Context: an optimization exercise on an open-source flow, tuned for small area. The choices shown serve that exercise and are no tape-out recipe. Where RTL was checked, it was by simulation tests only, not by an equivalence proof against the original. The flow treats the clock pin as an ideal source. Dropping or thinning the clock tree relies on that and would not hold on a real chip. Power is estimated from default activity; no workload was simulated.

==> module u2v2_packet_decoder, before the edit <==
module u2v2_packet_decoder (
    input  wire [7:0] head,
    input  wire [7:0] tap,
    input  wire [7:0] in_data,
    input  wire [7:0] acc,
    input  wire       ld,
    input  wire       add_en,
    input  wire       xor_en,
    output wire       head02,
    output wire       in02,
    output wire       in03,
    output wire [7:0] acc_nx,
    output wire       cy,
    output wire [7:0] xor_out
);
    localparam [7:0] START     = 8'h02;
    localparam [7:0] END_MARK  = 8'h03;
    localparam [7:0] KEY_CONST = 8'h26;
    assign head02 = (head == START);
    assign in02   = (in_data == START);
    assign in03   = (in_data == END_MARK);
    assign xor_out = tap ^ (xor_en ? (acc ^ KEY_CONST) : 8'h00);
    wire [7:0] b = ~(add_en ? tap : 8'd0);
    wire [8:0] c;
    wire [7:0] sum;
    assign c[0] = 1'b1;
    genvar g;
    generate
        for (g = 0; g < 8; g = g + 1) begin : g_add
            assign sum[g]  = acc[g] ^ b[g] ^ c[g];
            assign c[g+1]  = (acc[g] & b[g]) | (c[g] & (acc[g] ^ b[g]));
        end
    endgenerate
    assign cy     = c[8];
    assign acc_nx = ld ? tap : sum;
endmodule
==> module u2v2_framer, before the edit <==
module u2v2_framer (
    input  wire        clk,
    input  wire        rst,           
    input  wire        rd_req,
    input  wire        rd_cancel,
    output wire        busy,
    output wire        out_valid,
    output wire [63:0] out_payload,
    output wire        in_ready,
    input  wire        in_valid,
    input  wire [7:0]  in_data
);
    reg [7:0] r [0:11];
    reg [3:0] c;
    reg [3:0] L;
    reg       due;
    reg       full;
    reg       busy_q;
    reg [7:0] acc;
    wire aligned = c[3] & c[2];                 
    wire c_end   = ~c[3] & ~c[2] & ~c[1];       
    wire c_11    = c[3] & c[1] & c[0];          
    wire c_10    = c[3] & c[1] & ~c[0];         
    wire emptying = due & ~full;                
    wire L15      = (L == 4'd15);
    wire ld       = emptying ? c_10 : c_11;
    wire add_en   = ~due;
    wire xm       = emptying & L[3];
    wire head02, in02, in03, cy;
    wire [7:0] acc_nx;
    wire [7:0] xor_out;
    u2v2_packet_decoder u_pd (
        .head     (r[0]),
        .tap      (r[10]),
        .in_data  (in_data),
        .acc      (acc),
        .ld       (ld),
        .add_en   (add_en),
        .xor_en   (xm),
        .head02   (head02),
        .in02     (in02),
        .in03     (in03),
        .acc_nx   (acc_nx),
        .cy       (cy),
        .xor_out  (xor_out)
    );
    wire sum_ok = ~(|acc) & ~(|L) & (r[10][7:4] == 4'd0);
    wire can_take = aligned & ~due & (full | ~L15);
    assign in_ready  = busy_q & ~rd_cancel & can_take;
    wire take = in_ready & in_valid;
    wire good = full & sum_ok & in03;
    wire ins  = take & ~good;
    wire hit  = ~due & ~full & L15 & head02;    
    wire inc  = take ? (~full & (L != 4'd0 | in02))
                     : (full ? (~due & cy) : (c_end & L15 & ~hit));
    assign busy      = busy_q;
    assign out_valid = busy_q & emptying & ~L[3] & aligned;
    assign out_payload = {r[2], r[3], r[4], r[5], r[6], r[7], r[8], r[9]};
    integer i;
    always @(posedge clk) begin
        for (i = 0; i < 11; i = i + 1)
            if (i != 9)
                r[i] <= r[i + 1];
        r[9]  <= xor_out;
        r[11] <= ins ? in_data : r[0];
        acc   <= acc_nx;
    end
    always @(posedge clk) begin
        if (rst) begin
            busy_q <= 1'b0;
            due    <= 1'b0;
            full   <= 1'b0;
            L      <= 4'd0;
            c      <= 4'd12;
        end else begin
            if (!busy_q)
                busy_q <= rd_req;
            else if (out_valid | rd_cancel)
                busy_q <= 1'b0;
            if (!ins)
                c <= c_end ? 4'd12 : c - 4'd1;
            if (take) begin
                if (full) begin
                    due  <= good | head02;
                    full <= ~good & head02;
                end else if (L == 4'd12) begin
                    due  <= 1'b1;
                    full <= 1'b1;
                end
            end else if (out_valid | (due & full & c_11)) begin
                due <= 1'b0;
            end
            if (hit)
                L <= c;
            else if (full & ld)
                L <= r[9][3:0] + 4'd6;
            else if (take & full)
                L <= 4'd15;
            else if (inc)
                L <= L + 4'd1;
        end
    end
endmodule
==> flow/config.mk <==
export PLATFORM = sky130hd
export DESIGN_NAME = u2v2_framer
export DESIGN_NICKNAME = u2v2_framer
export VERILOG_FILES = /design/flow/design.v
export SDC_FILE = /design/flow/constraint.sdc
export NUM_CORES = 4
export LEC_CHECK = 0
export CAP_MARGIN = 20
export CORE_MARGIN = 2
export CORE_UTILIZATION = 80
export PLACE_DENSITY = 0.85
export SLEW_MARGIN = 20
==> flow/constraint.sdc <==
create_clock -name core_clock -period 10.0 [get_ports {clk}]
set_input_delay 2.0000 -clock core_clock [delete_from_list [all_inputs] [get_ports {clk}]]
set_output_delay 2.0000 -clock core_clock [all_outputs]
set_load 0.01 [all_outputs]
standard.sh (not shown) runs the stock make flow with config.mk's settings and CLKGATE_MAP_FILE= SYNTH_SCRIPT=/design/flow/synth_recipe.tcl, a recipe that flattens the netlist after the stock synthesis.
==> flow/flow/run.sh <==
#!/bin/bash
# Standard layout, with single-drive port buffers, a clock tree without
# dummy loads and power (size) recovery after global routing, followed by
# a slew/capacitance repair (flow/post_grt.tcl); the clock tree is rebuilt
# as balanced clusters after CTS (flow/post_cts.tcl, flow/mtree.tcl).
set -euo pipefail
here=$(pwd)
bash standard.sh \
  "BUFFER_PORTS_ARGS=-buffer_cell sky130_fd_sc_hd__buf_1" \
  "CTS_ARGS=-sink_clustering_enable -repair_clock_nets -dont_use_dummy_load -buf_list sky130_fd_sc_hd__clkbuf_4" \
  "RECOVER_POWER=100" \
  "POST_CTS_TCL=$here/flow/post_cts.tcl" \
  "POST_GLOBAL_ROUTE_TCL=$here/flow/post_grt.tcl" \
  finish > make_finish.log 2>&1
Other scripts of this flow, unchanged in this note and not shown: flow/flow/mtree.tcl, flow/flow/post_cts.tcl, flow/flow/post_grt.tcl
Next try:
--- a/flow/design.v
+++ b/flow/design.v
@@ -16,26 +16,26 @@
     localparam [7:0] START     = 8'h02;
     localparam [7:0] END_MARK  = 8'h03;
     localparam [7:0] KEY_CONST = 8'h26;
     assign head02 = (head == START);
     assign in02   = (in_data == START);
     assign in03   = (in_data == END_MARK);
-    assign xor_out = tap ^ (xor_en ? (acc ^ KEY_CONST) : 8'h00);
-    wire [7:0] b = ~(add_en ? tap : 8'd0);
+    assign xor_out = tap ^ (xor_en ? (~acc ^ KEY_CONST) : 8'h00);
+    wire [7:0] b = add_en ? tap : 8'd0;
     wire [8:0] c;
     wire [7:0] sum;
-    assign c[0] = 1'b1;
+    assign c[0] = 1'b0;
     genvar g;
     generate
         for (g = 0; g < 8; g = g + 1) begin : g_add
             assign sum[g]  = acc[g] ^ b[g] ^ c[g];
             assign c[g+1]  = (acc[g] & b[g]) | (c[g] & (acc[g] ^ b[g]));
         end
     endgenerate
     assign cy     = c[8];
-    assign acc_nx = ld ? tap : sum;
+    assign acc_nx = ld ? ~tap : sum;
 endmodule
 module u2v2_framer (
     input  wire        clk,
     input  wire        rst,           
     input  wire        rd_req,
     input  wire        rd_cancel,
@@ -77,13 +77,13 @@
         .in02     (in02),
         .in03     (in03),
         .acc_nx   (acc_nx),
         .cy       (cy),
         .xor_out  (xor_out)
     );
-    wire sum_ok = ~(|acc) & ~(|L) & (r[10][7:4] == 4'd0);
+    wire sum_ok = (&acc) & (&L) & (r[10][7:4] == 4'd0);
     wire can_take = aligned & ~due & (full | ~L15);
     assign in_ready  = busy_q & ~rd_cancel & can_take;
     wire take = in_ready & in_valid;
     wire good = full & sum_ok & in03;
     wire ins  = take & ~good;
     wire hit  = ~due & ~full & L15 & head02;    
@@ -126,13 +126,13 @@
             end else if (out_valid | (due & full & c_11)) begin
                 due <= 1'b0;
             end
             if (hit)
                 L <= c;
             else if (full & ld)
-                L <= r[9][3:0] + 4'd6;
+                L <= ~r[9][3:0];
             else if (take & full)
                 L <= 4'd15;
             else if (inc)
                 L <= L + 4'd1;
         end
     end
Outcome: Worst setup slack loses 0.085 ns; routed wire length falls by 15%; cell area decreases by 1.6%; core utilization shrinks by 1.5 points; first-iteration DRC count drops by 37%; power went down by 5.6%; die area stays flat.
The RTL of the first run of this note was laid out without a check of its function. No run of this note takes its clock network from TritonCTS; it comes from the design's own scripts or RTL.


The RTL this note starts from:
==> flow/design.v <==
module u2v2_packet_decoder (
    input  wire [7:0] head,
    input  wire [7:0] tap,
    input  wire [7:0] in_data,
    input  wire [7:0] acc,
    input  wire       ld,
    input  wire       add_en,
    input  wire       xor_en,
    output wire       head02,
    output wire       in02,
    output wire       in03,
    output wire [7:0] acc_nx,
    output wire       cy,
    output wire [7:0] xor_out
);
    localparam [7:0] START     = 8'h02;
    localparam [7:0] END_MARK  = 8'h03;
    localparam [7:0] KEY_CONST = 8'h26;
    assign head02 = (head == START);
    assign in02   = (in_data == START);
    assign in03   = (in_data == END_MARK);
    assign xor_out = tap ^ (xor_en ? (~acc ^ KEY_CONST) : 8'h00);
    wire [7:0] b = add_en ? tap : 8'd0;
    wire [8:0] c;
    wire [7:0] sum;
    assign c[0] = 1'b0;
    genvar g;
    generate
        for (g = 0; g < 8; g = g + 1) begin : g_add
            assign sum[g]  = acc[g] ^ b[g] ^ c[g];
            assign c[g+1]  = (acc[g] & b[g]) | (c[g] & (acc[g] ^ b[g]));
        end
    endgenerate
    assign cy     = c[8];
    assign acc_nx = ld ? ~tap : sum;
endmodule
module u2v2_framer (
    input  wire        clk,
    input  wire        rst,           
    input  wire        rd_req,
    input  wire        rd_cancel,
    output wire        busy,
    output wire        out_valid,
    output wire [63:0] out_payload,
    output wire        in_ready,
    input  wire        in_valid,
    input  wire [7:0]  in_data
);
    reg [7:0] r [0:11];
    reg [3:0] c;
    reg [3:0] L;
    reg       due;
    reg       full;
    reg       busy_q;
    reg [7:0] acc;
    wire aligned = c[3] & c[2];                 
    wire c_end   = ~c[3] & ~c[2] & ~c[1];       
    wire c_11    = c[3] & c[1] & c[0];          
    wire c_10    = c[3] & c[1] & ~c[0];         
    wire emptying = due;                        
    wire L13      = (L == 4'd13);
    wire L15      = (L == 4'd15);
    wire ld       = due ? c_10 : c_11;
    wire add_en   = ~due;
    wire xm       = due & L[3];
    wire head02, in02, in03, cy;
    wire [7:0] acc_nx;
    wire [7:0] xor_out;
    u2v2_packet_decoder u_pd (
        .head     (r[0]),
        .tap      (r[10]),
        .in_data  (in_data),
        .acc      (acc),
        .ld       (ld),
        .add_en   (add_en),
        .xor_en   (xm),
        .head02   (head02),
        .in02     (in02),
        .in03     (in03),
        .acc_nx   (acc_nx),
        .cy       (cy),
        .xor_out  (xor_out)
    );
    wire sum_ok = (&acc) & (&L) & (r[10][7:4] == 4'd0);
    wire can_take = aligned & ~due & (full | ~(L13 | L15));
    assign in_ready  = busy_q & ~rd_cancel & can_take;
    wire take = in_ready & in_valid;
    wire good = full & sum_ok & in03;
    wire ins  = take & ~good;
    wire filling = ~due & ~full;
    wire hit  = filling & L15 & head02;         
    wire start = filling & L13 & c_11;          
    wire inc  = take ? (~full & (L != 4'd0 | in02))
                     : (full ? cy : (c_end & L15 & ~hit));
    assign busy      = busy_q;
    assign out_valid = busy_q & due & ~L[3] & aligned;
    assign out_payload = {r[2], r[3], r[4], r[5], r[6], r[7], r[8], r[9]};
    integer i;
    always @(posedge clk) begin
        for (i = 0; i < 11; i = i + 1)
            if (i != 9)
                r[i] <= r[i + 1];
        r[9]  <= xor_out;
        r[11] <= ins ? in_data : r[0];
        acc   <= acc_nx;
    end
    always @(posedge clk) begin
        if (rst) begin
            busy_q <= 1'b0;
            due    <= 1'b0;
            full   <= 1'b0;
            L      <= 4'd0;
            c      <= 4'd12;
        end else begin
            if (!busy_q)
                busy_q <= rd_req;
            else if (out_valid | rd_cancel)
                busy_q <= 1'b0;
            if (!ins)
                c <= c_end ? 4'd12 : c - 4'd1;
            if (take & full)
                full <= 1'b0;
            else if (start)
                full <= 1'b1;
            if (take & full)
                due <= good;
            else if (out_valid)
                due <= 1'b0;
            if (hit)
                L <= c;
            else if ((full | start) & c_11)
                L <= ~r[9][3:0];
            else if (take & full)
                L <= (~good & head02) ? 4'd13 : 4'd15;
            else if (inc)
                L <= L + 4'd1;
        end
    end
endmodule
Settings: LEC_CHECK=0, CAP_MARGIN=20, CORE_MARGIN=2, CORE_UTILIZATION=65, PLACE_DENSITY=0.75, SLEW_MARGIN=20; clock period 10.0 ns.
Scripts as last shown in full above: flow/flow/run.sh
Other scripts of this flow, unchanged in this note and not shown: flow/flow/mtree.tcl, flow/flow/post_cts.tcl, flow/flow/post_grt.tcl
Rerun with:
--- a/flow/design.v
+++ b/flow/design.v
@@ -56,14 +56,13 @@
     wire aligned = c[3] & c[2];                 
     wire c_end   = ~c[3] & ~c[2] & ~c[1];       
     wire c_11    = c[3] & c[1] & c[0];          
     wire c_10    = c[3] & c[1] & ~c[0];         
-    wire emptying = due;                        
-    wire L13      = (L == 4'd13);
+    wire emptying = due & ~full;                
     wire L15      = (L == 4'd15);
-    wire ld       = due ? c_10 : c_11;
+    wire ld       = emptying ? c_10 : c_11;
     wire add_en   = ~due;
-    wire xm       = due & L[3];
+    wire xm       = emptying & L[3];
     wire head02, in02, in03, cy;
     wire [7:0] acc_nx;
     wire [7:0] xor_out;
     u2v2_packet_decoder u_pd (
@@ -81,20 +80,18 @@
         .cy       (cy),
         .xor_out  (xor_out)
     );
     wire sum_ok = (&acc) & (&L) & (r[10][7:4] == 4'd0);
-    wire can_take = aligned & ~due & (full | ~(L13 | L15));
+    wire can_take = aligned & ~due & (full | ~L15);
     assign in_ready  = busy_q & ~rd_cancel & can_take;
     wire take = in_ready & in_valid;
     wire good = full & sum_ok & in03;
     wire ins  = take & ~good;
-    wire filling = ~due & ~full;
-    wire hit  = filling & L15 & head02;         
-    wire start = filling & L13 & c_11;          
+    wire hit  = ~due & ~full & L15 & head02;    
     wire inc  = take ? (~full & (L != 4'd0 | in02))
-                     : (full ? cy : (c_end & L15 & ~hit));
+                     : (full ? (~due & cy) : (c_end & L15 & ~hit));
     assign busy      = busy_q;
-    assign out_valid = busy_q & due & ~L[3] & aligned;
+    assign out_valid = busy_q & emptying & ~L[3] & aligned;
     assign out_payload = {r[2], r[3], r[4], r[5], r[6], r[7], r[8], r[9]};
     integer i;
     always @(posedge clk) begin
         for (i = 0; i < 11; i = i + 1)
@@ -117,22 +114,25 @@
             else if (out_valid | rd_cancel)
                 busy_q <= 1'b0;
             if (!ins)
                 c <= c_end ? 4'd12 : c - 4'd1;
-            if (take & full)
-                full <= 1'b0;
-            else if (start)
-                full <= 1'b1;
-            if (take & full)
-                due <= good;
-            else if (out_valid)
+            if (take) begin
+                if (full) begin
+                    due  <= good | head02;
+                    full <= ~good & head02;
+                end else if (L == 4'd12) begin
+                    due  <= 1'b1;
+                    full <= 1'b1;
+                end
+            end else if (out_valid | (due & full & c_11)) begin
                 due <= 1'b0;
+            end
             if (hit)
                 L <= c;
-            else if ((full | start) & c_11)
+            else if (full & ld)
                 L <= ~r[9][3:0];
             else if (take & full)
-                L <= (~good & head02) ? 4'd13 : 4'd15;
+                L <= 4'd15;
             else if (inc)
                 L <= L + 4'd1;
         end
     end
Outcome: Total power goes down slightly; fmax goes down by a few percent; routed wire length goes down by a few percent; final area goes down slightly; sequential power barely changes; critical path depth goes up by 2; register-to-register slack improves by 0.19 ns; via count goes down by a few percent; global-route usage goes down by 0.49 points; area after synthesis goes down slightly; worst setup slack degrades by 0.12 ns; die area goes down slightly.
Function not checked in the first run of this note: the RTL went through the layout flow alone. No run of this note takes its clock network from TritonCTS; it comes from the design's own scripts or RTL.


before:
u2v2_framer, a different RTL version from the one above (not shown whole).
For scale: ~290 cells after synthesis, about 3600 um^2 of cells after synthesis.
==> module u2v2_framer, before the edit <==
module u2v2_framer (
    input  wire        clk,
    input  wire        rst,           
    input  wire        rd_req,
    input  wire        rd_cancel,
    output wire        busy,
    output wire        out_valid,
    output wire [63:0] out_payload,
    output wire        in_ready,
    input  wire        in_valid,
    input  wire [7:0]  in_data
);
    reg [7:0]  r [0:11];
    reg [3:0]  c;
    reg [3:0]  L;
    reg        due;
    reg        busy_q;
    reg [11:0] acc;
    wire aligned = c[3] & c[2];                
    wire c_end   = ~c[3] & ~c[2] & ~c[1];      
    wire c_11    = c[3] & c[1] & c[0];         
    wire [7:0] head = r[0];
    wire ld     = due ? c_11 : aligned;
    wire add_en = ~due & ~aligned & ~c_11;
    wire xm = due & L[0];
    wire head02, in02, in03, sum_ok;
    wire [7:0]  tail_rot;
    wire [11:0] acc_nx;
    u2v2_packet_decoder u_pd (
        .head     (head),
        .tap      (r[10]),
        .ck_lo    (r[11]),
        .in_data  (in_data),
        .acc      (acc),
        .ld       (ld),
        .add_en   (add_en),
        .xor_en   (xm),
        .head02   (head02),
        .in02     (in02),
        .in03     (in03),
        .sum_ok   (sum_ok),
        .acc_nx   (acc_nx),
        .tail_rot (tail_rot)
    );
    wire L0  = (L == 4'd0);
    wire L13 = (L == 4'd13);
    wire L14 = (L == 4'd14);
    wire L15 = (L == 4'd15);
    wire can_take = aligned & ~due & ~L13 & ~L15;    
    assign in_ready  = busy_q & ~rd_cancel & can_take;
    wire take = in_ready & in_valid;
    wire good = L14 & sum_ok & in03;
    wire ins  = take & ~good;
    wire hit  = ~due & L15 & head02;                
    wire ld13 = take & L14 & ~good & head02;        
    wire inc  = take ? ((~L0 | in02) & ~ld13)
                     : (c_end & (L13 | L15) & ~hit);
    assign busy      = busy_q;
    assign out_valid = busy_q & due & ~L[0] & aligned;
    assign out_payload = {r[2], r[3], r[4], r[5], r[6], r[7], r[8], r[9]};
    integer i;
    always @(posedge clk) begin
        for (i = 0; i < 11; i = i + 1)
            r[i] <= r[i + 1];
        r[11] <= ins ? in_data : tail_rot;
        acc <= acc_nx;
    end
    always @(posedge clk) begin
        if (rst) begin
            busy_q <= 1'b0;
            due    <= 1'b0;
            L      <= 4'd0;
            c      <= 4'd12;
        end else begin
            if (!busy_q)
                busy_q <= rd_req;
            else if (out_valid | rd_cancel)
                busy_q <= 1'b0;
            if (!ins)
                c <= c_end ? 4'd12 : c - 4'd1;
            due <= (take & good) | (due & ~out_valid);
            if (hit)
                L <= c;
            else if (ld13)
                L <= 4'd13;
            else if (inc)
                L <= L + 4'd1;
        end
    end
endmodule
Settings: LEC_CHECK=0, CAP_MARGIN=20, CORE_MARGIN=2, CORE_UTILIZATION=40, PLACE_DENSITY=0.6, SLEW_MARGIN=20; clock period 10.0 ns.
==> flow/flow/run.sh <==
#!/bin/bash
# Standard layout, with single-drive port buffers, a clock tree without
# dummy loads and power (size) recovery after global routing, followed by
# a slew/capacitance repair (flow/post_grt.tcl); heavily loaded clock
# leaves are upsized after CTS (flow/post_cts.tcl).
set -euo pipefail
here=$(pwd)
bash standard.sh \
  "BUFFER_PORTS_ARGS=-buffer_cell sky130_fd_sc_hd__buf_1" \
  "CTS_ARGS=-sink_clustering_enable -repair_clock_nets -dont_use_dummy_load -buf_list sky130_fd_sc_hd__clkbuf_4" \
  "RECOVER_POWER=100" \
  "POST_CTS_TCL=$here/flow/post_cts.tcl" \
  "POST_GLOBAL_ROUTE_TCL=$here/flow/post_grt.tcl" \
  finish > make_finish.log 2>&1
==> flow/flow/post_cts.tcl <==
# Sourced by ORFS at the end of CTS (POST_CTS_TCL): the clock tree is built
# from clkbuf_4 only, and a leaf that drives many flip-flops can leave their
# clock pins with too slow a slew; upsize those leaves to clkbuf_8.
estimate_parasitics -placement
set upsized 0
foreach inst [get_cells *] {
  if {![string match "sky130_fd_sc_hd__clkbuf_4" [get_property $inst ref_name]]} { continue }
  set out [get_pins -of_objects $inst -filter "direction==output"]
  set loads [get_pins -of_objects [get_nets -of_objects $out] -filter "direction==input"]
  set worst 0
  foreach p $loads {
    foreach k {slew_max_rise slew_max_fall} {
      set v [get_property $p $k]
      if {$v > $worst} { set worst $v }
    }
  }
  set ffs 0
  foreach p $loads { if {[get_property $p lib_pin_name] == "CLK"} { incr ffs } }
  if {$ffs > 0 && $worst > 0.100} {
    puts "upsizing [get_property $inst name]: fanout [llength $loads], slew $worst"
    replace_cell $inst sky130_fd_sc_hd__clkbuf_8
    incr upsized
  }
}
if {$upsized > 0} {
  detailed_placement
  estimate_parasitics -placement
}
==> flow/flow/post_grt.tcl <==
# Sourced by ORFS at the end of global routing (POST_GLOBAL_ROUTE_TCL), after
# power recovery has downsized gates: fix the max-slew and max-capacitance
# violations the downsizing can leave, re-legalise, reroute the changed
# nets and rewrite the route guides.
global_route -start_incremental
repair_design_helper
detailed_placement
global_route -end_incremental
estimate_parasitics -global_routing
report_check_types -max_slew -max_capacitance -violators
write_guides $::env(RESULTS_DIR)/route.guide
before finished every stage and its layout cleared the timing, DRC and antenna checks.
#### Input delta (after over before)
-- flow/design.v --
<<< before, line 59
    reg        busy_q;
    reg [11:0] acc;
    wire aligned = c[3] & c[2];                
    wire c_end   = ~c[3] & ~c[2] & ~c[1];      
    wire c_11    = c[3] & c[1] & c[0];         
    wire [7:0] head = r[0];
    wire ld     = due ? c_11 : aligned;
    wire add_en = ~due & ~aligned & ~c_11;
    wire xm = due & L[0];
    wire head02, in02, in03, sum_ok;
    wire [7:0]  tail_rot;
>>> after, line 59
    reg        busy_q;
    reg [11:0] acc;
    localparam [3:0] E1 = 4'd1, E11 = 4'd7, E12 = 4'd15, E13 = 4'd14,
                     E14 = 4'd12, E15 = 4'd8;
    wire c_low   = ~c[3] & ~c[2] & ~c[1];
    wire aligned = (c == E12);
    wire c_end   = c_low;                      
    wire c_11    = (c == E11);
    wire [3:0] c_bwd = {c[0] ^ c[3] ^ c_low, c[3], c[2], c[1]};
    wire [3:0] L_fwd = {L[2:0], L[3] ^ L[2] ^ ~(L[2] | L[1] | L[0])};
    wire [7:0] head = r[0];
    wire ld     = due ? c_11 : aligned;
    wire add_en = ~due & ~aligned & ~c_11;
    wire xm = due & L[3];
    wire head02, in02, in03, sum_ok;
    wire [7:0]  tail_rot;
<<< before, line 86
    );
    wire L0  = (L == 4'd0);
    wire L13 = (L == 4'd13);
    wire L14 = (L == 4'd14);
    wire L15 = (L == 4'd15);
    wire can_take = aligned & ~due & ~L13 & ~L15;    
    assign in_ready  = busy_q & ~rd_cancel & can_take;
>>> after, line 91
    );
    wire L0  = (L == 4'd0);
    wire L13 = (L == E13);
    wire L14 = (L == E14);
    wire L15 = (L == E15);
    wire can_take = aligned & ~due & ~L13 & ~L15;    
    assign in_ready  = busy_q & ~rd_cancel & can_take;
<<< before, line 99
                     : (c_end & (L13 | L15) & ~hit);
    assign busy      = busy_q;
    assign out_valid = busy_q & due & ~L[0] & aligned;
    assign out_payload = {r[2], r[3], r[4], r[5], r[6], r[7], r[8], r[9]};
    integer i;
>>> after, line 104
                     : (c_end & (L13 | L15) & ~hit);
    assign busy      = busy_q;
    assign out_valid = busy_q & due & ~L[3] & aligned;
    assign out_payload = {r[2], r[3], r[4], r[5], r[6], r[7], r[8], r[9]};
    integer i;
<<< before, line 113
            due    <= 1'b0;
            L      <= 4'd0;
            c      <= 4'd12;
        end else begin
            if (!busy_q)
>>> after, line 118
            due    <= 1'b0;
            L      <= 4'd0;
            c      <= E12;
        end else begin
            if (!busy_q)
<<< before, line 120
                busy_q <= 1'b0;
            if (!ins)
                c <= c_end ? 4'd12 : c - 4'd1;
            due <= (take & good) | (due & ~out_valid);
            if (hit)
                L <= c;
            else if (ld13)
                L <= 4'd13;
            else if (inc)
                L <= L + 4'd1;
        end
    end
>>> after, line 125
                busy_q <= 1'b0;
            if (!ins)
                c <= c_end ? E12 : c_bwd;
            due <= (take & good) | (due & ~out_valid);
            if (hit)
                L <= c;
            else if (ld13)
                L <= E13;
            else if (inc)
                L <= L_fwd;
        end
    end
Notes after the runs:
- Looking at the reports, after completed the entire flow and the layout it produced met the timing, DRC and antenna checks.
- From before to after the numbers moved as follows: sequential share of layout area +0.65 points, total power lower, fraction of the cycle the final worst path needs now sits higher, detail-routed via count per cell went up.
- after falls short of before in global-route wire length before repair.
- Measured against each other, after and before differ in average detailed-routed wire length per instance, the lower figure coming from after.
- Relative to before, XOR/XNOR share of the synthesized area has gone up in after.
No functional check of the RTL was part of after.

-- static timing again, ports no longer ideal --
Ports are ideal in the flow. The routed layouts listed here were re-timed in OpenROAD. Step 1, drivers: a clkbuf_16 drives clk and a buf_2 each remaining input, both assumed. Step 2 times the ports against the registers' clock, not the clock port: input delays grow and output delays shrink by t, the midpoint of the rising clock arrivals with the driver on. Three values: no drivers, after step 1, after step 2; two values: the first two.
run | t (ns) | setup WS [ns] | worst setup path after step 2 | worst data-port slew with drivers (ns) | pins driven straight from the clock port
the first run of note 1 | 0.502 | 5.436 / 5.406 / 5.406 | input to output | 0.05 | 1
the second run of note 1 | 0.476 | 5.351 / 5.332 / 5.228 | input to register | 0.04 | 1
the first run of note 2 | 0.495 | 5.459 / 5.438 / 5.438 | input to output | 0.04 | 1
the second run of note 2 | 0.471 | 5.340 / 5.321 / 5.229 | input to register | 0.03 | 1
before | 0.514 | 5.471 / 5.449 / 5.449 | input to output | 0.04 | 1
after | 0.510 | 4.714 / 4.694 / 4.694 | input to output | 0.03 | 1
After both steps setup and hold are still met in every run listed. The setup slack of the second run of note 1, which loses most, moves by -0.019 ns with the drivers and by -0.123 ns with both steps.
